From an optimization exercise on the open Yosys and OpenROAD flow, aimed at a short achievable clock period and few clock cycles; shortcuts taken in it are not production practice.
In this exercise RTL edits were held to simulation tests only and were not proved equivalent to the original.
Power and IR drop assume default switching activity.

==> flow/run.sh <==
#!/bin/bash
# synth_recipe.tcl (not shown) runs the flow's synth.tcl, then flattens the netlist and writes it again
# the make line also repeats each setting of config.mk as NAME=value (left out here)
make -C /OpenROAD-flow-scripts/flow DESIGN_CONFIG=/design/flow/config.mk WORK_HOME=/design/flow/orfs CLKGATE_MAP_FILE= SYNTH_SCRIPT=/design/flow/synth_recipe.tcl finish
==> flow/config.mk <==
export PLATFORM = sky130hd
export DESIGN_NAME = tho_core
export DESIGN_NICKNAME = tho_core
export VERILOG_FILES = /design/flow/design.v
export SDC_FILE = /design/flow/constraint.sdc
export NUM_CORES = 4
export LEC_CHECK = 0
export CAP_MARGIN = 20
export CORE_MARGIN = 2
export CORE_UTILIZATION = 40
export SETUP_SLACK_MARGIN = 2.7
export SLEW_MARGIN = 20
==> flow/constraint.sdc <==
create_clock -name core_clock -period 4.5 [get_ports {clk}]
set_input_delay 0.9000 -clock core_clock [delete_from_list [all_inputs] [get_ports {clk}]]
set_output_delay 0.9000 -clock core_clock [all_outputs]
set_load 0.01 [all_outputs]
==> flow/design.v <==
module tho_alu_cell (
    input  wire [3:0] m,        
    input  wire [3:0] a,        
    input  wire [3:0] na,       
    output wire [5:0] yl,       
    output wire [5:0] ya,       
    output wire [5:0] ys        
);
    wire [4:0] s = {1'b0, a} + {1'b0, m};
    wire [4:0] d = {1'b0, a} - {1'b0, m};
    assign yl = {1'b0, m == 4'd0, m};
    assign ya = {s[4], m == na, s[3:0]};
    assign ys = {d[4], m == a, d[3:0]};
endmodule
module tho_sel16 #(parameter W = 6) (
    input  wire [15:0]     oh,
    input  wire [16*W-1:0] d,
    output reg  [W-1:0]    y
);
    integer k;
    always @(*) begin
        y = {W{1'b0}};
        for (k = 0; k < 16; k = k + 1)
            y = y | ({W{oh[k]}} & d[W*k +: W]);
    end
endmodule
module tho_core (
    input  wire        clk,
    input  wire        rst,           
    input  wire [7:0]  prog_len,      
    output wire [7:0]  imem_addr,     
    input  wire [15:0] imem_data,     
    output reg         retire_valid,  
    output reg         out_valid,     
    output reg  [3:0]  out_data,      
    output reg  [1:0]  run_state,     
    output reg  [3:0]  fault_op,
    output reg  [7:0]  fault_pc,
    output reg  [3:0]  acc,
    output reg         zf,
    output reg         cf,
    output reg  [7:0]  pc,
    output wire [63:0] mem            
);
    localparam [1:0] RS_RUNNING = 2'd0,
                     RS_HALTED  = 2'd1,
                     RS_ENDED   = 2'd2,
                     RS_FAULTED = 2'd3;
    localparam NB = 2;
    reg [63:0] dmem;
    reg [7:0]  fa;         
    reg        wv;         
    reg [7:0]  pc1;        
    reg        pc_ge;      
    reg [15:0] tge;        
    reg [7:0]  plm1;       
    reg        rst_d, rst_dd;
    reg [NB-1:0] bv;
    reg [7:0]    btag [0:NB-1];
    reg [3:0]    bop  [0:NB-1];
    reg [3:0]    btgt [0:NB-1];
    reg [NB-1:0] rr;         
    reg          cur_hit;    
    assign mem       = dmem;
    assign imem_addr = fa;
    wire [3:0] op = imem_data[15:12];
    wire [3:0] p1 = imem_data[11:8];
    wire [3:0] p2 = imem_data[7:4];
    wire running = (run_state == RS_RUNNING);
    wire exec    = running & wv & ~pc_ge;
    wire [3:0] na = ~acc + 4'd1;
    wire [16*6-1:0] cl, ca, cs;
    genvar g;
    generate
        for (g = 0; g < 16; g = g + 1) begin : alu_cell
            tho_alu_cell u (.m(dmem[4*g +: 4]), .a(acc), .na(na),
                            .yl(cl[6*g +: 6]), .ya(ca[6*g +: 6]), .ys(cs[6*g +: 6]));
        end
    endgenerate
    wire [15:0] p1h = 16'd1 << p1;          
    wire [5:0] ql, qa, qs;
    tho_sel16 #(.W(6)) sl (.oh(p1h), .d(cl), .y(ql));
    tho_sel16 #(.W(6)) sa (.oh(p1h), .d(ca), .y(qa));
    tho_sel16 #(.W(6)) ss (.oh(p1h), .d(cs), .y(qs));
    wire sel_ge;
    tho_sel16 #(.W(1)) sg (.oh(p1h), .d(tge), .y(sel_ge));
    wire is_lda = (op == 4'd1);
    wire is_sta = (op == 4'd2);
    wire is_sto = (op == 4'd3);
    wire is_add = (op == 4'd4);
    wire is_sub = (op == 4'd5);
    wire is_out = (op == 4'd11);
    wire is_hlt = (op == 4'd12);
    wire is_ill = (op >= 4'd13);
    wire is_jmp = (op >= 4'd6) && (op <= 4'd10);
    wire is_alu = is_lda | is_add | is_sub;
    wire is_adv = (op <= 4'd11);            
    wire [5:0] alu_n = ({6{is_lda}} & ql) | ({6{is_add}} & qa) | ({6{is_sub}} & qs);
    wire [15:0] tk = {5'd0, ~zf, zf, ~cf, cf, 1'b1, 6'd0};
    wire        jt = tk[op];
    wire       inc_ge = (pc == plm1);                    
    wire       seq_ok = (fa == pc1);                     
    wire       tgt_ok = (fa[7:4] == 4'd0) & (fa[3:0] == p1);
    wire [7:0] next_pc = jt ? {4'd0, p1} : pc1;
    wire [7:0] next_pc1 = jt ? ({4'd0, p1} + 8'd1) : (pc1 + 8'd1);
    wire       next_ge = jt ? sel_ge : inc_ge;
    reg [NB-1:0] hit_v;
    reg [3:0]    ptgt;
    reg          ptk;
    integer e, i;
    always @(*) begin
        ptgt = 4'd0;
        ptk  = 1'b0;
        for (e = 0; e < NB; e = e + 1) begin
            hit_v[e] = bv[e] & (btag[e] == fa);
            ptgt = ptgt | ({4{hit_v[e]}} & btgt[e]);
            ptk  = ptk  | (hit_v[e] & tk[bop[e]]);
        end
    end
    wire       phit = |hit_v;
    wire [7:0] pred = ptk ? {4'd0, ptgt} : (fa + 8'd1);
    wire [7:0] fa_seq = (wv & ~seq_ok) ? pc1 : pred;
    wire [7:0] fa_tgt = (wv & ~tgt_ok) ? {4'd0, p1} : pred;
    wire [7:0] fa_n   = jt ? fa_tgt : fa_seq;
    wire       wv_n   = ~wv | (jt ? tgt_ok : seq_ok);
    always @(posedge clk) begin
        rst_d  <= rst;
        rst_dd <= rst_d;
        if (rst) begin
            pc           <= 8'd0;
            pc1          <= 8'd1;
            acc          <= 4'd0;
            zf           <= 1'b1;
            cf           <= 1'b0;
            dmem         <= 64'd0;
            run_state    <= RS_RUNNING;
            fault_op     <= 4'd0;
            fault_pc     <= 8'd0;
            retire_valid <= 1'b0;
            out_valid    <= 1'b0;
            out_data     <= 4'd0;
            plm1         <= prog_len - 8'd1;
            pc_ge        <= (prog_len == 8'd0);
            for (i = 0; i < 16; i = i + 1)
                tge[i] <= (i[7:0] >= prog_len);
            bv           <= {NB{1'b0}};
            rr           <= {{(NB-1){1'b0}}, 1'b1};
            cur_hit      <= 1'b0;
            if (!rst_d) begin
                fa <= 8'd0;
                wv <= 1'b0;
            end else if (!rst_dd) begin
                fa <= 8'd1;
                wv <= 1'b1;
            end else begin
                fa <= 8'd0;
                wv <= 1'b0;
            end
        end else begin
            fa      <= fa_n;
            wv      <= wv_n;
            cur_hit <= phit;
            retire_valid <= exec & (is_adv | is_hlt);
            out_valid    <= exec & is_out;
            if (exec & is_out)
                out_data <= acc;
            if (exec & is_adv) begin
                pc  <= next_pc;
                pc1 <= next_pc1;
            end
            if (exec & is_alu) begin
                acc <= alu_n[3:0];
                zf  <= alu_n[4];
                cf  <= alu_n[5];
            end
            for (i = 0; i < 16; i = i + 1)
                if (exec & (is_sta | is_sto) & p1h[i])
                    dmem[4*i +: 4] <= is_sto ? p2 : acc;
            if (running) begin
                if (pc_ge)
                    run_state <= RS_ENDED;
                else if (exec & is_ill)
                    run_state <= RS_FAULTED;
                else if (exec & is_hlt)
                    run_state <= RS_HALTED;
                else if (exec & next_ge)
                    run_state <= RS_ENDED;
            end
            if (exec & is_ill) begin
                fault_op <= op;
                fault_pc <= pc;
            end
            if (exec & is_jmp & ~cur_hit) begin
                for (e = 0; e < NB; e = e + 1) begin
                    if (rr[e]) begin
                        bv[e]   <= 1'b1;
                        btag[e] <= pc;
                        bop[e]  <= op;
                        btgt[e] <= p1;
                    end
                end
                rr <= {rr[NB-2:0], rr[NB-1]};
            end
        end
    end
endmodule
==> results of run 1 <==
Yosys cell counts, types with 15 or more instances:
master,number
sky130_fd_sc_hd__a211oi_1,80
sky130_fd_sc_hd__a21o_1,33
sky130_fd_sc_hd__a21oi_1,85
sky130_fd_sc_hd__a221oi_1,15
sky130_fd_sc_hd__a22oi_1,31
sky130_fd_sc_hd__and3_1,18
sky130_fd_sc_hd__buf_2,27
sky130_fd_sc_hd__clkbuf_1,53
sky130_fd_sc_hd__dfxtp_1,122
sky130_fd_sc_hd__edfxtp_1,56
sky130_fd_sc_hd__fa_1,32
sky130_fd_sc_hd__ha_1,141
sky130_fd_sc_hd__inv_1,109
sky130_fd_sc_hd__mux2i_1,15
sky130_fd_sc_hd__nand2_1,78
sky130_fd_sc_hd__nand2b_1,21
sky130_fd_sc_hd__nand3_1,41
sky130_fd_sc_hd__nand4_1,33
sky130_fd_sc_hd__nor2_1,143
sky130_fd_sc_hd__nor4_1,31
sky130_fd_sc_hd__o21ai_0,44
sky130_fd_sc_hd__o21bai_1,19
sky130_fd_sc_hd__o22ai_1,34
sky130_fd_sc_hd__xnor2_1,96
sky130_fd_sc_hd__xor2_1,48
layout make-up:
cell class              count  area, um^2
clock inverters            10        91.3
multi-input cells        1207       11000
well taps                 455         569
repair buffers            497        5280
clock buffers              22         475
fillers                  2821       12300
flip-flops and latches    178        4470
inverters                 109         442
where the power goes:
group	leakage (nW)	switching, mW	total (mW)	internal (mW)
Sequential	1.59	0.0412	1.69	1.65
Clock	0.280	0.746	1.52	0.773
Combinational	7.43	0.558	1.00	0.447
Total	9.30	1.35	4.21	2.87
placed cells by master (no fill, tap or decap), drive strengths merged, types with 6 or more instances in the layout:
cell type / Yosys / routed
mux2i: 15 / 15
nand2: 78 / 78
dfxtp: 122 / 122
a221oi: 15 / 15
a31oi: 12 / 12
and2: 11 / 15
a211oi: 80 / 80
xor2: 48 / 48
o21ai: 45 / 45
clkbuf: 53 / 25
o22ai: 34 / 34
o21bai: 19 / 19
nand3: 42 / 42
a21o: 33 / 33
nand3b: 7 / 7
a222oi: 6 / 6
nor3: 14 / 14
a22o: 7 / 7
ha: 141 / 141
nor4: 31 / 31
inv: 109 / 114
and3b: 6 / 6
nor2: 159 / 159
edfxtp: 56 / 56
a32oi: 6 / 6
a21oi: 85 / 85
nand4: 33 / 33
xnor2: 97 / 97
nand2b: 21 / 21
a22oi: 31 / 31
fa: 32 / 32
buf: 35 / 484
and3: 18 / 18
timing repair:
action | CTS | global route
pin swaps | 138 | 99
setup buffers | 257 | 48
gates cloned | 14 | 2
endpoints found under the setup margin | 279 | 260
resized for setup | 1114 | 170
through the flow:
step                util, %  instance area (um^2)  worst slack [ps]  hold WS (ps)  cells
finish                 64.5                 22300              1750           374   2478
floorplan                 -                 14700              1340           331   1578
global placement       47.3                 16400               440           335   2125
detailed placement     47.3                 16400               449           345   2125
global route           64.5                 22300              1660           387   2478
CTS                    61.1                 21200              1820           368   2428
layer usage:
metal | wire (um) | up-vias | global-route usage, %
li1 | - | 6619 | -
met1 | 29900 | 7365 | 51.5
met2 | 31000 | 898 | 56.5
met3 | 7390 | 215 | 9.74
met4 | 4160 | 0 | 20.3
met5 | 0 | - | 0
worst paths after layout:
| path | depth (start not counted) | slack [ps] | endpoint | start |
|---|---|---|---|---|
| setup / recovery | 10 | 1750 | zf | acc[0] |
| hold reg to reg | 0 | 370 | rst_dd | rst_d |
| setup reg to reg | 10 | 1750 | zf | acc[0] |
| hold / removal | 0 | 370 | rst_dd | rst_d |
kinds of logic after synthesis:
logic type / share of synthesized area [%]
xor+xnor: 9.14
simple gates: 17.1
mux: 1.46
buf+inv: 5.76
fa+ha+maj: 17.1
compound gates: 20.3
flops: 29.2
==> run notes, run 1 <==
The most numerous cell type found on the critical path is sky130_fd_sc_hd__buf_4. The final setup skew is 20.8 ps. The number of failing hold endpoints at the final stage is 0.

The detailed-placement wirelength estimate came out at 45,200 um. The maximum single-stage delay on the critical path came out at 560 ps. The wire length of the first global-routing pass came out at 99,700 um. After synthesis, the cell types taking the most area are sky130_fd_sc_hd__dfxtp_1 17%, sky130_fd_sc_hd__ha_1 13%, sky130_fd_sc_hd__edfxtp_1 12%.

The number of setup violations in the final report is 0. Setup repair after global routing could not meet its margin everywhere. Walking the worst path, the cells encountered are inv_8 -> buf_4 -> ha_4 -> buf_4 -> xor2_2 -> nor4_1 -> or4_1 -> a21boi_1 -> nor3_2 -> o311ai_1. The number of antenna violations at the first check in global routing came to 0. The die footprint came out at 36,800 um^2.

Once detail routing completed, the nets flagged for antenna violations numbered 0. The growth of design area from synthesis to finish is 58.3%. The floorplan die width is 192 um. Counting flops with an async set or reset pin after synthesis yields a share of 0%. The type of element capturing the critical path is a register. The detailed-route via count came out at 15,097. The register with the most flip-flops in the final layout is dmem.

The maximum achievable frequency came out at 0.364 GHz. The top-area cell type share of the netlist area came out at 17.3%. The setup path with the least slack is of type reg2reg. The clock edge transition at the registers on the reported setup and hold paths is 90 ps.

The highest fanout seen on the critical path is 8. In this run the worst hold path is classified as reg2reg. The aggregate routed wire length is 72,500 um.

The required time of the worst setup path is 4820 ps. Summed over all failing endpoints, the final setup total negative slack is 0 ps. The placement row count came out at 68. The maximum level of the CTS H-tree is 4.

The number of synthesized flops with an enable pin is 56. The number of synthesis warnings came out at 6. The number of antenna diodes in the final layout is 0. The final period utilization came out at 61.1%. The maximum VDD drop came out at 0.000272 V. The number of detailed-routing iterations run before antenna repair came out at 6. The number of nets in the finished design came out at 2,209. The count of final max-slew check failures came out at 0. The standby leakage power is 9.30 nW.

The overall routing resource usage came out at 38.3%. Among all flip-flop cells after synthesis, the most frequent one is sky130_fd_sc_hd__dfxtp_1. The top-level port count came out at 132. The summed instance area of the synthesized netlist came out at 14,100 um^2. The quantity of I/O buffers inserted on ports came out at 127.

At the pin with the least slew margin, the transition time is 713 ps. The post-synth net total came out at 1,777. The quantity of hold-fixing buffers added after cts came out at 0. The overall die height is 192 um.

The CTS tree is built. The worst endpoint data arrival time is 3070 ps. The critical path buffer and inverter count is 3. After floorplanning, the core was sized to cover 34,600 um^2. Power spread over the standard cell area amounts to 189 nW/um^2. The relative slew slack came out at 52.0%. The total power consumption of the routed design is 4.21 mW. The remaining global-route overflow came out at 0. The routed length per instance is 29.3 um. The flip-flop count of the largest register, all copies and words added is 64. Sequential cells were found to cover 29.2% of the synthesized design area. In the final layout, the registers with the most flip-flops are dmem x64, btag x16, tge x16. The number of storage elements in the synthesis netlist came out at 178. The flow ran to the end and the layout has no timing, DRC or antenna violations. The initial DRC count is 1,796. The number of instances in the synthesized netlist came out at 1,578. In this design, the largest share of critical-path delay is due to simple AND/OR/NAND/NOR gates. For this design, the slowest cell found on the critical path is sky130_fd_sc_hd__or4_1.

The final estimated routing congestion in global placement is 1.05. The count of cell types in the netlist is 79. STA classifies the critical path startpoint as a register.

The cell sitting at the root of the clock tree is a sky130_fd_sc_hd__clkbuf_16. The initial core utilization is 40.7%. The clock latency reported for the late side of the worst-skew pair is 470 ps. The tree built by TritonCTS fans out to 178 sinks. The deepest clock path buffer count is 2. The per-cell via count in the routed design came out at 6.09. For this run, design rule violations remaining after detail routing come to 0.

The number of buffers added by the clock tree synthesis step came out at 17. The biggest area contributor in the post-synthesis netlist is sky130_fd_sc_hd__dfxtp_1. The clock period minus final worst setup slack came out at 2750 ps. The via count of the first global-routing pass is 14,361. The average footprint of a synthesized cell came out at 8.94 um^2. The pin count of the biggest net entering global routing came out at 104. The number of max-cap violations is 0. The fraction of layout cells with a size suffix above 1 came out at 47.7%.
Testbench counts, summed over its fixed seeds: cycles 74,218.
==> run 2, diff against run 1 <==
--- a/flow/design.v
+++ b/flow/design.v
@@ -1 +1,21 @@
+module tho_xor2  (input wire a, b, output wire y);       assign y = a ^ b;             endmodule
+module tho_xnor2 (input wire a, b, output wire y);       assign y = ~(a ^ b);          endmodule
+module tho_and2  (input wire a, b, output wire y);       assign y = a & b;             endmodule
+module tho_or2   (input wire a, b, output wire y);       assign y = a | b;             endmodule
+module tho_andn  (input wire a, b, output wire y);       assign y = a & ~b;            endmodule
+module tho_orn   (input wire a, b, output wire y);       assign y = a | ~b;            endmodule
+module tho_nor2  (input wire a, b, output wire y);       assign y = ~(a | b);          endmodule
+module tho_nand2 (input wire a, b, output wire y);       assign y = ~(a & b);          endmodule
+module tho_nand3 (input wire a, b, c, output wire y);    assign y = ~(a & b & c);      endmodule
+module tho_nand4 (input wire a, b, c, d, output wire y); assign y = ~(a & b & c & d);  endmodule
+module tho_and4  (input wire a, b, c, d, output wire y); assign y = a & b & c & d;     endmodule
+module tho_nor4  (input wire a, b, c, d, output wire y); assign y = ~(a | b | c | d);  endmodule
+module tho_a21o  (input wire a, b, c, output wire y);    assign y = (a & b) | c;       endmodule
+module tho_a21oi (input wire a, b, c, output wire y);    assign y = ~((a & b) | c);    endmodule
+module tho_a221o (input wire a, b, c, d, e, output wire y);
+    assign y = (a & b) | (c & d) | e;
+endmodule
+module tho_aoi222 (input wire a, b, c, d, e, f, output wire y);
+    assign y = ~((a & b) | (c & d) | (e & f));
+endmodule
 module tho_alu_cell (
@@ -3,12 +23,65 @@
     input  wire [3:0] a,        
-    input  wire [3:0] na,       
-    output wire [5:0] yl,       
-    output wire [5:0] ya,       
-    output wire [5:0] ys        
-);
-    wire [4:0] s = {1'b0, a} + {1'b0, m};
-    wire [4:0] d = {1'b0, a} - {1'b0, m};
-    assign yl = {1'b0, m == 4'd0, m};
-    assign ya = {s[4], m == na, s[3:0]};
-    assign ys = {d[4], m == a, d[3:0]};
+    output wire [5:0] yl,
+    output wire [5:0] ya,
+    output wire [5:0] ys
+);
+    wire [3:0] pa, ga, ta;
+    wire ta21, c2, c3, s1, s2, s3;
+    genvar k;
+    generate for (k = 0; k < 4; k = k + 1) begin : bit_a
+        tho_xor2 xp (.a(a[k]), .b(m[k]), .y(pa[k]));
+        tho_and2 xg (.a(a[k]), .b(m[k]), .y(ga[k]));
+        tho_or2  xt (.a(a[k]), .b(m[k]), .y(ta[k]));
+    end endgenerate
+    tho_and2  at21 (.a(ta[2]), .b(ta[1]), .y(ta21));
+    tho_xor2  as1  (.a(pa[1]), .b(ga[0]), .y(s1));
+    tho_a21o  ac2  (.a(ta[1]), .b(ga[0]), .c(ga[1]), .y(c2));
+    tho_xor2  as2  (.a(pa[2]), .b(c2), .y(s2));
+    tho_a221o ac3  (.a(ta[2]), .b(ga[1]), .c(ta21), .d(ga[0]), .e(ga[2]), .y(c3));
+    tho_xor2  as3  (.a(pa[3]), .b(c3), .y(s3));
+    wire ca, za;
+    tho_a21o  ac4  (.a(ta[3]), .b(c3), .c(ga[3]), .y(ca));
+    tho_nor4  aza  (.a(pa[0]), .b(s1), .c(s2), .d(s3), .y(za));
+    assign ya = {ca, za, s3, s2, s1, pa[0]};
+    wire [3:0] ps, gs, ts;
+    wire ts21, e2, e3, d1, d2, d3;
+    generate for (k = 0; k < 4; k = k + 1) begin : bit_s
+        tho_xnor2 xp (.a(a[k]), .b(m[k]), .y(ps[k]));    
+        tho_andn  xg (.a(a[k]), .b(m[k]), .y(gs[k]));    
+        tho_orn   xt (.a(a[k]), .b(m[k]), .y(ts[k]));    
+    end endgenerate
+    tho_and2  st21 (.a(ts[2]), .b(ts[1]), .y(ts21));
+    tho_xor2  sd1  (.a(ps[1]), .b(ts[0]), .y(d1));
+    tho_a21o  sc2  (.a(ts[1]), .b(ts[0]), .c(gs[1]), .y(e2));
+    tho_xor2  sd2  (.a(ps[2]), .b(e2), .y(d2));
+    tho_a221o sc3  (.a(ts[2]), .b(gs[1]), .c(ts21), .d(ts[0]), .e(gs[2]), .y(e3));
+    tho_xor2  sd3  (.a(ps[3]), .b(e3), .y(d3));
+    wire bs, zs, d0;
+    tho_a21oi sc4  (.a(ts[3]), .b(e3), .c(gs[3]), .y(bs));    
+    tho_and4  szs  (.a(ps[0]), .b(ps[1]), .c(ps[2]), .d(ps[3]), .y(zs));
+    tho_xor2  sd0  (.a(a[0]), .b(m[0]), .y(d0));
+    assign ys = {bs, zs, d3, d2, d1, d0};
+    wire zl;
+    tho_nor4  lz (.a(m[0]), .b(m[1]), .c(m[2]), .d(m[3]), .y(zl));
+    assign yl = {1'b0, zl, m};
+endmodule
+module tho_alu_bit (
+    input  wire [15:0] sl, sa, ss,    
+    input  wire [15:0] dl, da, ds,    
+    input  wire        h,             
+    output wire        y
+);
+    wire [15:0] t;
+    wire [3:0]  n;
+    wire        u0, u1;
+    genvar k;
+    generate for (k = 0; k < 16; k = k + 1) begin : term
+        tho_aoi222 g (.a(sl[k]), .b(dl[k]), .c(sa[k]), .d(da[k]), .e(ss[k]), .f(ds[k]), .y(t[k]));
+    end
+    for (k = 0; k < 4; k = k + 1) begin : quad
+        tho_nand4 g (.a(t[4*k]), .b(t[4*k+1]), .c(t[4*k+2]), .d(t[4*k+3]), .y(n[k]));
+    end endgenerate
+    tho_nor2  o0 (.a(n[0]), .b(n[1]), .y(u0));
+    tho_nor2  o1 (.a(n[2]), .b(n[3]), .y(u1));
+    tho_nand3 o2 (.a(u0), .b(u1), .c(h), .y(y));
 endmodule
@@ -70,3 +143,3 @@
     wire exec    = running & wv & ~pc_ge;
-    wire [3:0] na = ~acc + 4'd1;
+    integer i;
     wire [16*6-1:0] cl, ca, cs;
@@ -75,3 +148,3 @@
         for (g = 0; g < 16; g = g + 1) begin : alu_cell
-            tho_alu_cell u (.m(dmem[4*g +: 4]), .a(acc), .na(na),
+            tho_alu_cell u (.m(dmem[4*g +: 4]), .a(acc),
                             .yl(cl[6*g +: 6]), .ya(ca[6*g +: 6]), .ys(cs[6*g +: 6]));
@@ -80,6 +153,2 @@
     wire [15:0] p1h = 16'd1 << p1;          
-    wire [5:0] ql, qa, qs;
-    tho_sel16 #(.W(6)) sl (.oh(p1h), .d(cl), .y(ql));
-    tho_sel16 #(.W(6)) sa (.oh(p1h), .d(ca), .y(qa));
-    tho_sel16 #(.W(6)) ss (.oh(p1h), .d(cs), .y(qs));
     wire sel_ge;
@@ -97,3 +166,27 @@
     wire is_adv = (op <= 4'd11);            
-    wire [5:0] alu_n = ({6{is_lda}} & ql) | ({6{is_add}} & qa) | ({6{is_sub}} & qs);
+    wire       wr_alu = exec & is_alu & ~rst;
+    wire       hold   = ~(exec & is_alu) & ~rst;
+    wire [15:0] sl = {16{wr_alu & is_lda}} & p1h;
+    wire [15:0] sa = {16{wr_alu & is_add}} & p1h;
+    wire [15:0] ss = {16{wr_alu & is_sub}} & p1h;
+    wire [5:0] alu_d;
+    wire [5:0] alu_q = {cf, zf, acc};
+    generate
+        for (g = 0; g < 6; g = g + 1) begin : alu_out
+            wire [15:0] dl, da, ds;
+            wire        h;
+            genvar c;
+            for (c = 0; c < 16; c = c + 1) begin : col
+                assign dl[c] = cl[6*c + g];
+                assign da[c] = ca[6*c + g];
+                assign ds[c] = cs[6*c + g];
+            end
+            if (g == 4) begin : hz       
+                tho_a21oi hg (.a(hold), .b(alu_q[g]), .c(rst), .y(h));
+            end else begin : hn
+                tho_nand2 hg (.a(hold), .b(alu_q[g]), .y(h));
+            end
+            tho_alu_bit u (.sl(sl), .sa(sa), .ss(ss), .dl(dl), .da(da), .ds(ds), .h(h), .y(alu_d[g]));
+        end
+    endgenerate
     wire [15:0] tk = {5'd0, ~zf, zf, ~cf, cf, 1'b1, 6'd0};
@@ -109,3 +202,3 @@
     reg          ptk;
-    integer e, i;
+    integer e;
     always @(*) begin
@@ -126,2 +219,7 @@
     always @(posedge clk) begin
+        acc <= alu_d[3:0];
+        zf  <= alu_d[4];
+        cf  <= alu_d[5];
+    end
+    always @(posedge clk) begin
         rst_d  <= rst;
@@ -131,5 +229,2 @@
             pc1          <= 8'd1;
-            acc          <= 4'd0;
-            zf           <= 1'b1;
-            cf           <= 1'b0;
             dmem         <= 64'd0;
@@ -170,7 +265,2 @@
             end
-            if (exec & is_alu) begin
-                acc <= alu_n[3:0];
-                zf  <= alu_n[4];
-                cf  <= alu_n[5];
-            end
             for (i = 0; i < 16; i = i + 1)
--- a/flow/config.mk
+++ b/flow/config.mk
@@ -12 +12,2 @@
 export SLEW_MARGIN = 20
+export SYNTH_HIERARCHICAL = 1
==> run notes, run 2 <==
The run finished with no timing, DRC or antenna violations. The number of instances in the synthesized netlist came out at 1,881 (+19%). By area the synthesized netlist is led by sky130_fd_sc_hd__dfxtp_1 15%, sky130_fd_sc_hd__buf_4 13%, sky130_fd_sc_hd__xor2_1 10%. The most area-hungry cell type in the Yosys netlist is sky130_fd_sc_hd__dfxtp_1. The commonest register cell after synthesis is sky130_fd_sc_hd__dfxtp_1. The number of detailed-routing iterations run before antenna repair is 7 (+1). The required time of the worst setup path came out at 4830 ps (about the same). The routed length per instance was 22.1 um (-25%).

The transition at the pin with the smallest max-transition slack was 700 ps (-13.3 ps). The top-level port count is 132 (unchanged). The number of synthesized flops with an enable pin is 56 (unchanged).

The number of nets in the finished design is 2,078 (-5.9%). Walking the worst path, the cells encountered are buf_12 -> buf_6 -> nand2b_1 -> and2_1 -> a221o_1 -> xor2_1 -> a222oi_1 -> nand4_1 -> nor2_2 -> nand3_1. The net switching component of the power is 1.16 mW (-13%). By count the netlist is led by 289 x sky130_fd_sc_hd__buf_4, 197 x sky130_fd_sc_hd__xor2_1, 179 x sky130_fd_sc_hd__nor2_1. The pin count of the biggest net entering global routing is 80 (-23%). The fraction of layout cells with a size suffix above 1 came out at 49.1% (+1.5 points). The share of synthesized registers carrying an async set or reset came out at 0% (unchanged).

The overall die height was 209 um (+9.0%). The area of all placed cells without fillers came to 22,500 um^2 (+1.0%). The number of buffers added by the clock tree synthesis step is 17 (unchanged). The number of synthesis warnings came out at 11 (+5). The relative slew slack is 53.4% (+1.3 points). The power density of the placed cells came out at 173 nW/um^2 (-8.3%). The growth of design area from synthesis to finish came out at 34.2%. The detailed-placement wirelength estimate came out at 31,500 um (-30%). The die footprint came out at 43,700 um^2 (+19%).

On the critical path, the stage with the largest delay is an instance of sky130_fd_sc_hd__dfxtp_4. The flip-flop count of the largest register, all copies and words added is 64 (unchanged). The CTS tree is built. The number of fill cells is 3,536 (+25%).

STA classifies the critical path startpoint as a register. The final setup skew came out at 18.5 ps (-2.30 ps). The deepest clock path buffer count came out at 2 (unchanged). The part of the total power dissipated in combinational logic is 18.5% (-5.3 points). Setup repair after global routing could not meet its margin everywhere. The placement row count is 75 (+10%). The standby leakage power is 9.58 nW (+2.9%). The overall routing resource usage came to 25.2% (-13 points).

The number of antenna violations at the first check in global routing is 0 (unchanged). The largest registers in the layout are dmem x64, btag x16, tge x16. The path class of the tightest hold or removal check is reg2reg. The worst-case register-to-register setup slack came out at 1930 ps (+180 ps).

The post-synth net total is 1,919 (+8.0%). The number of routed nets with antenna violations is 0 (unchanged). The average footprint of a synthesized cell came out at 8.94 um^2 (about the same). The final estimated routing congestion in global placement is 0.898 (-14%). The initial DRC count is 1,660 (-7.6%). The maximum level of the CTS H-tree came to 4 (unchanged).

The quantity of I/O buffers inserted on ports is 127 (unchanged). The clock edge transition at the registers on the reported setup and hold paths is 80 ps (about the same). The floorplan die width came out at 209 um (+9.0%). The clock latency reported for the late side of the worst-skew pair is 450 ps (-20 ps).

The maximum VDD drop is 0.000251 V (-7.5%). The number of clock sinks came out at 178 (unchanged). The remaining global-route overflow came to 0 (unchanged).

The total power consumption of the routed design is 3.90 mW (-7.4%). The aggregate negative setup slack came out at 0 ps (unchanged). The number of max-cap violations came to 0 (unchanged). The area of the core region is 41,700 um^2 (+20%). The internal power of the cells came out at 2.74 mW (-4.6%). The detailed-route via count came out at 14,985 (-0.74%).

The via count of the first global-routing pass is 14,949 (+4.1%). The wire length of the first global-routing pass is 86,100 um (-14%). The top-area cell type share of the netlist area is 14.5% (-2.8 points). STA classifies the critical path endpoint as a register. The number of setup violations in the final report was 0 (unchanged). The per-cell via count in the routed design came out at 5.78 (-5.1%). The library cells used most frequently in the layout, excluding fill and tap cells, are 208 x sky130_fd_sc_hd__buf_4, 185 x sky130_fd_sc_hd__buf_6, 183 x sky130_fd_sc_hd__xor2_1. The maximum achievable frequency is 0.390 GHz (+7.0%). The fraction of the yosys area taken by sequential cells came out at 24.5% (-4.7 points). The worst endpoint data arrival time is 2890 ps (-180 ps). The number of failing hold endpoints at the final stage is 0 (unchanged). The count of antenna diodes in the layout is 0 (unchanged).

The summed instance area of the synthesized netlist is 16,800 um^2 (+19%). The highest fanout seen on the critical path came out at 9 (+1). Among all cell types in the netlist, the one instantiated most often is sky130_fd_sc_hd__buf_4. The commonest non-fill, non-tap cell in the layout is sky130_fd_sc_hd__buf_4. The count of cell types in the netlist is 68 (-14%). Ranked by flip-flop count, first place goes to dmem.

The count of final max-slew check failures came out at 0 (unchanged). The initial core utilization came out at 40.3% (-0.39 points). The tree is rooted in a sky130_fd_sc_hd__clkbuf_16. The final routed DRC violation total was 0 (unchanged). The aggregate routed wire length is 57,200 um (-21%).

The total placed instance area came out at 17,000 um^2 (+4.0%). The number of storage elements in the synthesis netlist came out at 178 (unchanged). The maximum single-stage delay on the critical path is 400 ps (-160 ps). The final period utilization is 57.1% (-4.0 points). The part of the total power dissipated in the clock network is 37.8% (+1.8 points).

The clock period minus final worst setup slack came to 2570 ps (-181 ps). The proportion of total power due to net switching is 29.8% (-2.1 points). The sequential fraction of design power came out at 43.7% (+3.6 points). The worst setup path is of the reg2reg kind.
## run 2: power groups by stage
stage	clock, mW	sequential, mW	combinational [mW]
2_1_floorplan	0	1.77	0.326
3_3_place_gp	0	1.80	0.398
3_5_place_dp	0	1.80	0.403
4_1_cts	1.47	1.70	0.615
5_1_grt	1.54	1.71	0.759
6_report	1.47	1.71	0.721
## run 2: metrics by stage
stage	hold WS [ps]	utilization, %	setup slack, ps	std cells
after floorplan	331	-	2130	1881
after global placement	338	40.9	837	2236
after detailed placement	345	40.9	768	2236
after CTS	376	52.1	2040	2552
after global routing	384	54.1	1870	2592
final	379	54.1	1930	2592
## run 2: modules after synthesis, one instance, submodules excluded, excerpt
module      cell area, um^2  copies in the design  cells inside  flops+latches
tho_core               7850                     1           784            178
tho_andn               13.8                    48             1              0
tho_nor4               12.5                    32             1              0
tho_aoi222             10.0                    96             1              0
tho_a221o              10.0                    32             1              0
tho_xnor2              8.76                    64             1              0
tho_and4               8.76                    16             1              0
tho_a21o               7.51                    48             1              0
tho_nand4              6.26                    24             1              0
tho_nand2              3.75                     5             1              0
## run 2: worst max-delay path, delay by kind of cell (launching register included)
family,cells,cell delay [ps]
compound gates,2,720
xor+xnor,1,180
simple gates,5,830
buf+inv,2,310
flops,1,400
## run 2: final cells by class
type | count | area, um^2 | area share (%)
clock buffer | 19 | 433 | 1.92
clock inverter | 13 | 138 | 0.610
inverter | 26 | 108 | 0.477
multi-input combinational | 1350 | 11900 | 52.6
sequential | 178 | 4480 | 19.8
tap | 539 | 674 | 2.99
timing repair buffer | 467 | 4860 | 21.6
## run 2: cells by family (layout without fill, tap and decap cells)
kind of cell             Yosys count  count (layout)  share of synthesized area, %
buffers and inverters            358             525                          14.8
other                             16              16                         0.357
flip-flops                       178             178                          24.5
XOR/XNOR                         291             291                          15.2
adder cells (fa/ha/maj)           12              12                         0.893
multiplexers                      16              16                         0.960
AND/OR/NAND/NOR                  661             665                          25.7
AO/OA/AOI/OAI                    349             350                          17.6
## run 2: worst paths after layout
| kind | start | end | depth (start not counted) |
|---|---|---|---|
| setup / recovery | acc[2] | acc[3] | 10 |
| setup reg to reg | acc[2] | acc[3] | 10 |
| hold / removal | rst_d | rst_dd | 0 |
| hold reg to reg | rst_d | rst_dd | 0 |
## run 2: what timing repair did
action                                  4_1_cts  5_1_grt
gates cloned                                 11        0
gates resized for setup                    1065      121
setup buffers                               273       40
hold endpoints to repair                      0        0
pin swaps                                   184       81
hold buffers                                  0        0
endpoints found under the setup margin      296      265
## run 2: layer usage
| metal | vias up | wire (um) | global-route usage [%] |
|---|---|---|---|
| met4 | 0 | 2240 | 9.93 |
| met2 | 713 | 27800 | 43.3 |
| met3 | 166 | 4000 | 4.03 |
| met1 | 7284 | 23200 | 31.5 |
| met5 | - | 0 | 0 |
| li1 | 6822 | - | - |
Testbench counts of run 2, summed over its fixed seeds: cycles 74,218.
==> run 3, diff against run 2 <==
--- a/flow/design.v
+++ b/flow/design.v
@@ -20,2 +20,12 @@
 endmodule
+module tho_and2b  (input wire an, b, output wire y);    assign y = ~an & b;           endmodule
+module tho_or2b   (input wire a, bn, output wire y);    assign y = a | ~bn;           endmodule
+module tho_and4x  (input wire a, b, c, d, output wire y); assign y = a & b & c & d;   endmodule
+module tho_or3    (input wire a, b, c, output wire y);  assign y = a | b | c;         endmodule
+module tho_nor3   (input wire a, b, c, output wire y);  assign y = ~(a | b | c);      endmodule
+module tho_nand2b (input wire an, b, output wire y);    assign y = ~(~an & b);        endmodule
+module tho_nor2b  (input wire a, bn, output wire y);    assign y = ~(a | ~bn);        endmodule
+module tho_o21ai  (input wire a1, a2, b1, output wire y); assign y = ~((a1 | a2) & b1); endmodule
+module tho_o21a   (input wire a1, a2, b1, output wire y); assign y = (a1 | a2) & b1;    endmodule
+module tho_a22oi  (input wire a, b, c, d, output wire y); assign y = ~((a & b) | (c & d)); endmodule
 module tho_alu_cell (
@@ -23,2 +33,3 @@
     input  wire [3:0] a,        
+    input  wire [3:1] ao,       
     output wire [5:0] yl,
@@ -27,38 +38,53 @@
 );
-    wire [3:0] pa, ga, ta;
-    wire ta21, c2, c3, s1, s2, s3;
+    wire [3:0] p;                       
+    wire [3:0] g, t, ng;                
+    wire [3:0] h, u, nh;                
     genvar k;
-    generate for (k = 0; k < 4; k = k + 1) begin : bit_a
-        tho_xor2 xp (.a(a[k]), .b(m[k]), .y(pa[k]));
-        tho_and2 xg (.a(a[k]), .b(m[k]), .y(ga[k]));
-        tho_or2  xt (.a(a[k]), .b(m[k]), .y(ta[k]));
+    generate for (k = 0; k < 4; k = k + 1) begin : lv1
+        tho_xor2   xp (.a(a[k]), .b(m[k]), .y(p[k]));
+        tho_and2   xg (.a(a[k]), .b(m[k]), .y(g[k]));
+        tho_or2    xt (.a(a[k]), .b(m[k]), .y(t[k]));
+        tho_nand2  xn (.a(a[k]), .b(m[k]), .y(ng[k]));
+        tho_and2b  xh (.an(m[k]), .b(a[k]), .y(h[k]));
+        tho_or2b   xu (.a(a[k]), .bn(m[k]), .y(u[k]));
+        tho_nand2b xm (.an(m[k]), .b(a[k]), .y(nh[k]));
     end endgenerate
-    tho_and2  at21 (.a(ta[2]), .b(ta[1]), .y(ta21));
-    tho_xor2  as1  (.a(pa[1]), .b(ga[0]), .y(s1));
-    tho_a21o  ac2  (.a(ta[1]), .b(ga[0]), .c(ga[1]), .y(c2));
-    tho_xor2  as2  (.a(pa[2]), .b(c2), .y(s2));
-    tho_a221o ac3  (.a(ta[2]), .b(ga[1]), .c(ta21), .d(ga[0]), .e(ga[2]), .y(c3));
-    tho_xor2  as3  (.a(pa[3]), .b(c3), .y(s3));
-    wire ca, za;
-    tho_a21o  ac4  (.a(ta[3]), .b(c3), .c(ga[3]), .y(ca));
-    tho_nor4  aza  (.a(pa[0]), .b(s1), .c(s2), .d(s3), .y(za));
-    assign ya = {ca, za, s3, s2, s1, pa[0]};
-    wire [3:0] ps, gs, ts;
-    wire ts21, e2, e3, d1, d2, d3;
-    generate for (k = 0; k < 4; k = k + 1) begin : bit_s
-        tho_xnor2 xp (.a(a[k]), .b(m[k]), .y(ps[k]));    
-        tho_andn  xg (.a(a[k]), .b(m[k]), .y(gs[k]));    
-        tho_orn   xt (.a(a[k]), .b(m[k]), .y(ts[k]));    
-    end endgenerate
-    tho_and2  st21 (.a(ts[2]), .b(ts[1]), .y(ts21));
-    tho_xor2  sd1  (.a(ps[1]), .b(ts[0]), .y(d1));
-    tho_a21o  sc2  (.a(ts[1]), .b(ts[0]), .c(gs[1]), .y(e2));
-    tho_xor2  sd2  (.a(ps[2]), .b(e2), .y(d2));
-    tho_a221o sc3  (.a(ts[2]), .b(gs[1]), .c(ts21), .d(ts[0]), .e(gs[2]), .y(e3));
-    tho_xor2  sd3  (.a(ps[3]), .b(e3), .y(d3));
-    wire bs, zs, d0;
-    tho_a21oi sc4  (.a(ts[3]), .b(e3), .c(gs[3]), .y(bs));    
-    tho_and4  szs  (.a(ps[0]), .b(ps[1]), .c(ps[2]), .d(ps[3]), .y(zs));
-    tho_xor2  sd0  (.a(a[0]), .b(m[0]), .y(d0));
-    assign ys = {bs, zs, d3, d2, d1, d0};
+    wire q10, q21, q210, q32, q321, q3210;
+    wire c2, c3, c4, s1, s2, s3;
+    tho_nand2 k10   (.a(t[1]), .b(g[0]), .y(q10));
+    tho_nand2 k21   (.a(t[2]), .b(g[1]), .y(q21));
+    tho_nand3 k210  (.a(t[2]), .b(t[1]), .c(g[0]), .y(q210));
+    tho_nand2 k32   (.a(t[3]), .b(g[2]), .y(q32));
+    tho_nand3 k321  (.a(t[3]), .b(t[2]), .c(g[1]), .y(q321));
+    tho_nand4 k3210 (.a(t[3]), .b(t[2]), .c(t[1]), .d(g[0]), .y(q3210));
+    tho_nand2 kc2   (.a(ng[1]), .b(q10), .y(c2));
+    tho_nand3 kc3   (.a(ng[2]), .b(q21), .c(q210), .y(c3));
+    tho_nand4 kc4   (.a(ng[3]), .b(q32), .c(q321), .d(q3210), .y(c4));
+    tho_xnor2 as1   (.a(p[1]), .b(ng[0]), .y(s1));
+    tho_xor2  as2   (.a(p[2]), .b(c2), .y(s2));
+    tho_xor2  as3   (.a(p[3]), .b(c3), .y(s3));
+    wire za;
+    wire [3:1] zx;
+    tho_xor2  az1   (.a(p[1]), .b(ao[1]), .y(zx[1]));
+    tho_xor2  az2   (.a(p[2]), .b(ao[2]), .y(zx[2]));
+    tho_xor2  az3   (.a(p[3]), .b(ao[3]), .y(zx[3]));
+    tho_nor4  aza   (.a(p[0]), .b(zx[1]), .c(zx[2]), .d(zx[3]), .y(za));
+    assign ya = {c4, za, s3, s2, s1, p[0]};
+    wire r10, r21, r210, r32, r321, r3210;
+    wire e2, e3, bo, d1, d2, d3;
+    tho_nand2 j10   (.a(u[1]), .b(u[0]), .y(r10));
+    tho_nand2 j21   (.a(u[2]), .b(h[1]), .y(r21));
+    tho_nand3 j210  (.a(u[2]), .b(u[1]), .c(u[0]), .y(r210));
+    tho_nand2 j32   (.a(u[3]), .b(h[2]), .y(r32));
+    tho_nand3 j321  (.a(u[3]), .b(u[2]), .c(h[1]), .y(r321));
+    tho_nand4 j3210 (.a(u[3]), .b(u[2]), .c(u[1]), .d(u[0]), .y(r3210));
+    tho_nand2 je2   (.a(nh[1]), .b(r10), .y(e2));
+    tho_nand3 je3   (.a(nh[2]), .b(r21), .c(r210), .y(e3));
+    tho_and4x jbo   (.a(nh[3]), .b(r32), .c(r321), .d(r3210), .y(bo));    
+    tho_xnor2 sd1   (.a(p[1]), .b(u[0]), .y(d1));
+    tho_xnor2 sd2   (.a(p[2]), .b(e2), .y(d2));
+    tho_xnor2 sd3   (.a(p[3]), .b(e3), .y(d3));
+    wire zs;
+    tho_nor4  szs   (.a(p[0]), .b(p[1]), .c(p[2]), .d(p[3]), .y(zs));
+    assign ys = {bo, zs, d3, d2, d1, p[0]};
     wire zl;
@@ -67,2 +93,27 @@
 endmodule
+module tho_inv (input wire a, output wire y); assign y = ~a; endmodule
+module tho_sel_dec (
+    input  wire [3:0]  op, p1,
+    output wire [15:0] sl, sa, ss
+);
+    wire [3:0] np;
+    wire [15:0] dn;                   
+    wire nl, na, ns;                  
+    wire [3:0] no;
+    genvar k;
+    generate for (k = 0; k < 4; k = k + 1) begin : iv
+        tho_inv ip (.a(p1[k]), .y(np[k]));
+        tho_inv io (.a(op[k]), .y(no[k]));
+    end
+    for (k = 0; k < 16; k = k + 1) begin : dec
+        tho_nand4 d (.a(k & 1 ? p1[0] : np[0]), .b(k & 2 ? p1[1] : np[1]),
+                     .c(k & 4 ? p1[2] : np[2]), .d(k & 8 ? p1[3] : np[3]), .y(dn[k]));
+        tho_nor2  l (.a(nl), .b(dn[k]), .y(sl[k]));
+        tho_nor2  s1 (.a(na), .b(dn[k]), .y(sa[k]));
+        tho_nor2  s2 (.a(ns), .b(dn[k]), .y(ss[k]));
+    end endgenerate
+    tho_nand4 ol (.a(op[0]), .b(no[1]), .c(no[2]), .d(no[3]), .y(nl));    
+    tho_nand4 oa (.a(no[0]), .b(no[1]), .c(op[2]), .d(no[3]), .y(na));    
+    tho_nand4 os (.a(op[0]), .b(no[1]), .c(op[2]), .d(no[3]), .y(ns));    
+endmodule
 module tho_alu_bit (
@@ -70,2 +121,3 @@
     input  wire [15:0] dl, da, ds,    
+    input  wire        nen,           
     input  wire        h,             
@@ -73,15 +125,19 @@
 );
-    wire [15:0] t;
-    wire [3:0]  n;
-    wire        u0, u1;
+    wire [47:0] s = {ss, sa, sl};
+    wire [47:0] d = {ds, da, dl};
+    wire [23:0] t;
+    wire [5:0]  n;
+    wire [1:0]  v;
+    wire        x;
     genvar k;
-    generate for (k = 0; k < 16; k = k + 1) begin : term
-        tho_aoi222 g (.a(sl[k]), .b(dl[k]), .c(sa[k]), .d(da[k]), .e(ss[k]), .f(ds[k]), .y(t[k]));
+    generate for (k = 0; k < 24; k = k + 1) begin : pair
+        tho_a22oi g (.a(s[2*k]), .b(d[2*k]), .c(s[2*k+1]), .d(d[2*k+1]), .y(t[k]));
     end
-    for (k = 0; k < 4; k = k + 1) begin : quad
+    for (k = 0; k < 6; k = k + 1) begin : quad
         tho_nand4 g (.a(t[4*k]), .b(t[4*k+1]), .c(t[4*k+2]), .d(t[4*k+3]), .y(n[k]));
     end endgenerate
-    tho_nor2  o0 (.a(n[0]), .b(n[1]), .y(u0));
-    tho_nor2  o1 (.a(n[2]), .b(n[3]), .y(u1));
-    tho_nand3 o2 (.a(u0), .b(u1), .c(h), .y(y));
+    tho_nor3  o0 (.a(n[0]), .b(n[1]), .c(n[2]), .y(v[0]));
+    tho_nor3  o1 (.a(n[3]), .b(n[4]), .c(n[5]), .y(v[1]));
+    tho_a21o  o2 (.a(v[0]), .b(v[1]), .c(nen), .y(x));      
+    tho_nand2 o3 (.a(x), .b(h), .y(y));
 endmodule
@@ -145,2 +201,6 @@
     wire [16*6-1:0] cl, ca, cs;
+    wire [3:1] ao;
+    assign ao[1] = acc[0];
+    tho_or2  ao2 (.a(acc[1]), .b(acc[0]), .y(ao[2]));
+    tho_or3  ao3 (.a(acc[2]), .b(acc[1]), .c(acc[0]), .y(ao[3]));
     genvar g;
@@ -148,3 +208,3 @@
         for (g = 0; g < 16; g = g + 1) begin : alu_cell
-            tho_alu_cell u (.m(dmem[4*g +: 4]), .a(acc),
+            tho_alu_cell u (.m(dmem[4*g +: 4]), .a(acc), .ao(ao),
                             .yl(cl[6*g +: 6]), .ya(ca[6*g +: 6]), .ys(cs[6*g +: 6]));
@@ -166,7 +226,6 @@
     wire is_adv = (op <= 4'd11);            
-    wire       wr_alu = exec & is_alu & ~rst;
     wire       hold   = ~(exec & is_alu) & ~rst;
-    wire [15:0] sl = {16{wr_alu & is_lda}} & p1h;
-    wire [15:0] sa = {16{wr_alu & is_add}} & p1h;
-    wire [15:0] ss = {16{wr_alu & is_sub}} & p1h;
+    wire [15:0] sl, sa, ss;
+    tho_sel_dec sd (.op(op), .p1(p1), .sl(sl), .sa(sa), .ss(ss));
+    wire       nen    = ~(exec & is_alu & ~rst);
     wire [5:0] alu_d;
@@ -188,3 +247,3 @@
             end
-            tho_alu_bit u (.sl(sl), .sa(sa), .ss(ss), .dl(dl), .da(da), .ds(ds), .h(h), .y(alu_d[g]));
+            tho_alu_bit u (.sl(sl), .sa(sa), .ss(ss), .dl(dl), .da(da), .ds(ds), .nen(nen), .h(h), .y(alu_d[g]));
         end
==> run notes, run 3 <==
The slowest stage of the critical path is the sky130_fd_sc_hd__dfxtp_4 cell. The standby leakage power is 10.2 nW (+6.2%). The top-level port count is 132 (unchanged). Of all cell types, the one taking the most synthesized area is sky130_fd_sc_hd__dfxtp_1. The highest fanout seen on the critical path was 10 (+1). The fraction of layout cells with a size suffix above 1 is 51.9% (+2.8 points).

The count of cells along the worst register-to-register path was 11 (+1). The overall die height was 217 um (+3.9%). The via count of the first global-routing pass is 16,839 (+13%).

The filler-free cell count of the finished design is 3,042 (+17%). The number of antenna violations at the first check in global routing is 1 (+1). The cell repeated most along the worst path is sky130_fd_sc_hd__nand3_2.

The sequential fraction of design power came out at 42.2% (-1.5 points). The post-synthesis xor/xnor area fraction is 12.4% (-2.7 points). The internal power of the cells is 2.81 mW (+2.7%).

TritonCTS built the clock tree. The number of detailed-routing iterations run before antenna repair was 6 (-1). The wire length of the first global-routing pass is 101,000 um (+18%). The total placed instance area was 18,700 um^2 (+9.7%). The cell count of the worst hold path is 0 (unchanged). The area of all placed cells without fillers is 25,400 um^2 (+13%).

In the post-synthesis netlist, the cell with the most instances is sky130_fd_sc_hd__buf_4. The worst hold path begins at rst_d. The largest registers in the layout are dmem x64, btag x16, tge x16.

By area the synthesized netlist is led by sky130_fd_sc_hd__dfxtp_1 13%, sky130_fd_sc_hd__buf_4 12%, sky130_fd_sc_hd__a22oi_2 10%. The worst endpoint data arrival time is 2710 ps (-180 ps). In this run the critical register-to-register path is captured at acc[3]. The final estimated routing congestion in global placement was 0.920 (+2.5%). The initial core utilization is 40.3% (-0.058 points).

The per-cell via count in the routed design was 5.75 (-0.59%). The root buffer cell chosen for the clock tree is sky130_fd_sc_hd__clkbuf_16. The net switching component of the power came out at 1.19 mW (+2.3%).

The overall routing resource usage was 28.1% (+2.9 points). The transition at the pin with the smallest max-transition slack was 562 ps (-138 ps). The destination of the worst hold path is rst_dd. The share of synthesized registers carrying an async set or reset is 0% (unchanged).

The worst setup path is captured at a register. The final period utilization came out at 52.2% (-4.8 points). The detailed-route via count is 17,482 (+17%). The clock latency reported for the late side of the worst-skew pair is 470 ps (+20 ps). The number of placed instances with taps included came out at 2,643 (+18%).

The number of nets in the finished design came to 2,467 (+19%). The startpoint type of the worst setup path is a register. The number of synthesis warnings is 11 (unchanged). The die footprint is 47,100 um^2 (+7.9%). In the layout the commonest cells are 254 x sky130_fd_sc_hd__nand2_1, 244 x sky130_fd_sc_hd__buf_4, 184 x sky130_fd_sc_hd__buf_6. The deepest clock path buffer count came out at 2 (unchanged).

The remaining global-route overflow is 0 (unchanged). The quantity of I/O buffers inserted on ports was 127 (unchanged). The aggregate routed wire length is 70,800 um (+24%).

The critical path buffer and inverter count is 2 (unchanged). The clock edge transition at the registers on the reported setup and hold paths is 80 ps (about the same). The run finished with no timing, DRC or antenna violations. The routed length per instance came to 23.3 um (+5.5%). The number of routed nets with antenna violations came out at 0 (unchanged).

The number of buffers added by the clock tree synthesis step is 17 (unchanged). The critical path in this run is classified as reg2reg. The proportion of total power due to net switching came to 29.7% (-0.089 points). The final routed DRC violation total came to 0 (unchanged). The maximum single-stage delay on the critical path is 390 ps (about the same). The power density of the placed cells was 157 nW/um^2 (-9.1%). The summed instance area of the synthesized netlist is 18,200 um^2 (+8.1%).

The maximum level of the CTS H-tree is 4 (unchanged). The launching point of the worst reg2reg path is acc[1]. The final core utilization came to 56.4% (+2.3 points). After synthesis, the largest family of logic cells by area is simple AND/OR/NAND/NOR gates. The average footprint of a synthesized cell is 8.22 um^2 (-8.0%). The total power consumption of the routed design came out at 4.00 mW (+2.6%). The largest register by flop count is dmem. The type of the tightest min-delay check is reg2reg.

Leaving out fill and tap cells, the most frequent cell in the layout is sky130_fd_sc_hd__nand2_1. The number of failing hold endpoints at the final stage is 0 (unchanged). The initial DRC count is 1,603 (-3.4%). The share of synthesized cell area in full adder, half adder and majority cells came out at 0.827% (-0.067 points). The fraction of the yosys area taken by sequential cells came out at 22.7% (-1.8 points). The worst-case register-to-register setup slack is 2150 ps (+220 ps). The maximum achievable frequency is 0.426 GHz (+9.3%).

The detailed-placement wirelength estimate came to 40,300 um (+28%). The post-synthesis mux area share came out at 0.661% (-0.30 points). The part of the total power dissipated in the clock network was 41.3% (+3.5 points). For this run, the leading register cell type out of synthesis is sky130_fd_sc_hd__dfxtp_1. The final setup skew is 11.4 ps (-7.09 ps). The complex-gate fraction of the synthesized area came out at 16.1% (-1.6 points). The number of instances in the synthesized netlist was 2,210 (+17%). The placement row count was 78 (+4.0%).

The number of clock sinks came out at 178 (unchanged). The flip-flop count of the largest register, all copies and words added is 64 (unchanged). The floorplan die width is 217 um (+3.9%). The fraction of the mapped netlist area in simple logic gates was 33.5% (+7.8 points). The maximum VDD drop is 0.000276 V (+10%). The number of setup violations in the final report is 0 (unchanged).

The pin count of the biggest net entering global routing is 71 (-11%). The part of the total power dissipated in combinational logic is 16.5% (-2.0 points). The post-synth net total is 2,248 (+17%). The growth of design area from synthesis to finish is 40.0%. Setup repair after global routing could not meet its margin everywhere. The clock period minus final worst setup slack is 2350 ps (-218 ps).

The commonest cells after synthesis are 289 x sky130_fd_sc_hd__buf_4, 266 x sky130_fd_sc_hd__nand2_1, 190 x sky130_fd_sc_hd__nor2_1. The number of max-cap violations is 0 (unchanged). Traced cell by cell, the critical path runs through buf_12 -> buf_16 -> or2_4 -> nand3_2 -> nand3_2 -> xor2_1 -> a22oi_2 -> nand4_1 -> nor3_2 -> a21o_1 -> nand2_1.

The relative slew slack is 62.4% (+9.1 points). The required time of the worst setup path is 4860 ps (+30 ps). The number of synthesized flops with an enable pin came out at 56 (unchanged). The count of final max-slew check failures came out at 0 (unchanged). The top-area cell type share of the netlist area came out at 13.4% (-1.1 points). The area of the core region is 45,100 um^2 (+8.2%). The number of storage elements in the synthesis netlist came out at 178 (unchanged). The count of cell types in the netlist is 64 (-5.9%). The aggregate negative setup slack is 0 ps (unchanged).

The count of antenna diodes in the layout is 0 (unchanged). The gate family responsible for the most delay along the worst path is simple AND/OR/NAND/NOR gates.
run 3: cell types whose count changed in the layout (fill, tap and decap cells not counted), sizes merged, moves of 59 or more:
cell and change:
nand4 +77, nand3 +91, buf +59, a22oi +144, nand2 +205, a222oi -96
run 3: worst max-delay path by stage:
stage,slack [ps],cells past startpoint,from,to
after floorplan,2050,8,imem_data[15],acc[1]
after global placement,900,8,imem_data[13],dmem[18]
after detailed placement,890,8,imem_data[12],dmem[18]
after CTS,2200,5,tge[0],btgt[0][2]
after global routing,2070,12,imem_data[8],run_state[1]
final,2150,11,acc[1],acc[3]
run 3: per-stage QoR:
step           hold slack, ps  worst slack [ps]
2_1_floorplan             332              2050
3_5_place_dp              347               893
3_3_place_gp              338               900
4_1_cts                   365              2200
5_1_grt                   376              2070
6_report                  367              2150
run 3: cell families (layout without fill, tap and decap cells):
logic type      after synthesis  in the layout
compound gates              305            305
xor+xnor                    258            258
fa+ha+maj                    12             12
buf+inv                     361            587
flops                       178            178
mux                          12             12
other cells                  16             16
simple gates               1068           1074
run 3: metal layers:
metal | wire length (um) | vias up | GRT usage (%)
met5 | 13 | - | 0
met4 | 4490 | 2 | 15.7
met3 | 5300 | 216 | 5.30
met2 | 33400 | 806 | 46.7
met1 | 27600 | 8542 | 34.2
li1 | - | 7916 | -
run 3: layout make-up:
type,instances,area (um^2)
multi-input combinational,1677,13700
clock buffer,17,425
sequential,178,4480
inverter,21,98.8
timing repair buffer,534,5810
clock inverter,15,211
fill,3789,19700
tap,600,751
run 3: worst reg2reg max path, cell delays in order, from the launching register on:
cell and delay (ps):
sky130_fd_sc_hd__dfxtp_4 390, sky130_fd_sc_hd__buf_12 160, sky130_fd_sc_hd__buf_16 160, sky130_fd_sc_hd__or2_4 250, sky130_fd_sc_hd__nand3_2 70, sky130_fd_sc_hd__nand3_2 80, sky130_fd_sc_hd__xor2_1 170, sky130_fd_sc_hd__a22oi_2 320
sky130_fd_sc_hd__nand4_1 220, sky130_fd_sc_hd__nor3_2 230, sky130_fd_sc_hd__a21o_1 150, sky130_fd_sc_hd__nand2_1 60
run 3: power by group through the flow:
stage	combinational, mW	sequential (mW)	clock (mW)
after detailed placement	0.377	1.78	0
after floorplan	0.287	1.75	0
after CTS	0.552	1.69	1.66
after global routing	0.695	1.69	1.73
final	0.662	1.69	1.65
after global placement	0.370	1.78	0
run 3: per-module statistics from Yosys, one instance, submodules excluded, excerpt:
module	flops+latches	cells	area (um^2)	copies in the design
tho_core	178	762	7450	1
tho_alu_cell	0	19	139	16
tho_a22oi	0	1	12.5	144
tho_xor2	0	1	8.76	144
tho_nand4	0	1	6.26	103
tho_or2	0	1	6.26	49
tho_or2b	0	1	6.26	64
tho_nand3	0	1	5.00	96
tho_nor2	0	1	3.75	48
run 3: timing repair:
item,in CTS,in global routing
setup endpoints to repair,279,254
hold buffers,0,0
gates resized for setup,1103,191
endpoints found under the hold margin,0,0
cloned,14,10
buffers inserted,260,83
pin swaps,159,141
Testbench counts of run 3, summed over its fixed seeds: cycles 74,218.

-- port drivers added, routing unchanged --
Ports are ideal in the flow. The routed layouts listed here were re-timed in OpenROAD.
Step 1: set_driving_cell puts a clkbuf_16 on clk and a buf_2 on each other input, an assumption about the parent block.
Step 2, shift: input delay + t, output delay - t, t = (earliest + latest rising clock arrival at the registers) / 2. This alone moves slack from input paths to output paths.
a / b / c = ideal / step 1 / step 2; a / b = the first two.
| run | shift t [ns] | setup WS [ns] | worst hold slack (ns) | clock arrival spread, ns |
|---|---|---|---|---|
| run 1 | 0.520 | 1.752 / 1.752 / 1.243 | 0.374 / 0.374 / 0.374 | 0.022 / 0.021 |
| run 2 | 0.493 | 1.933 / 1.926 / 1.644 | 0.379 / 0.379 / 0.379 | 0.019 / 0.019 |
| run 3 | 0.515 | 2.151 / 2.151 / 1.636 | 0.367 / 0.367 / 0.367 | 0.012 / 0.012 |
After both steps every run listed still meets setup and hold. For run 3, which loses most, drivers alone change the setup slack by 0.000 ns; drivers and shift together by -0.515 ns.
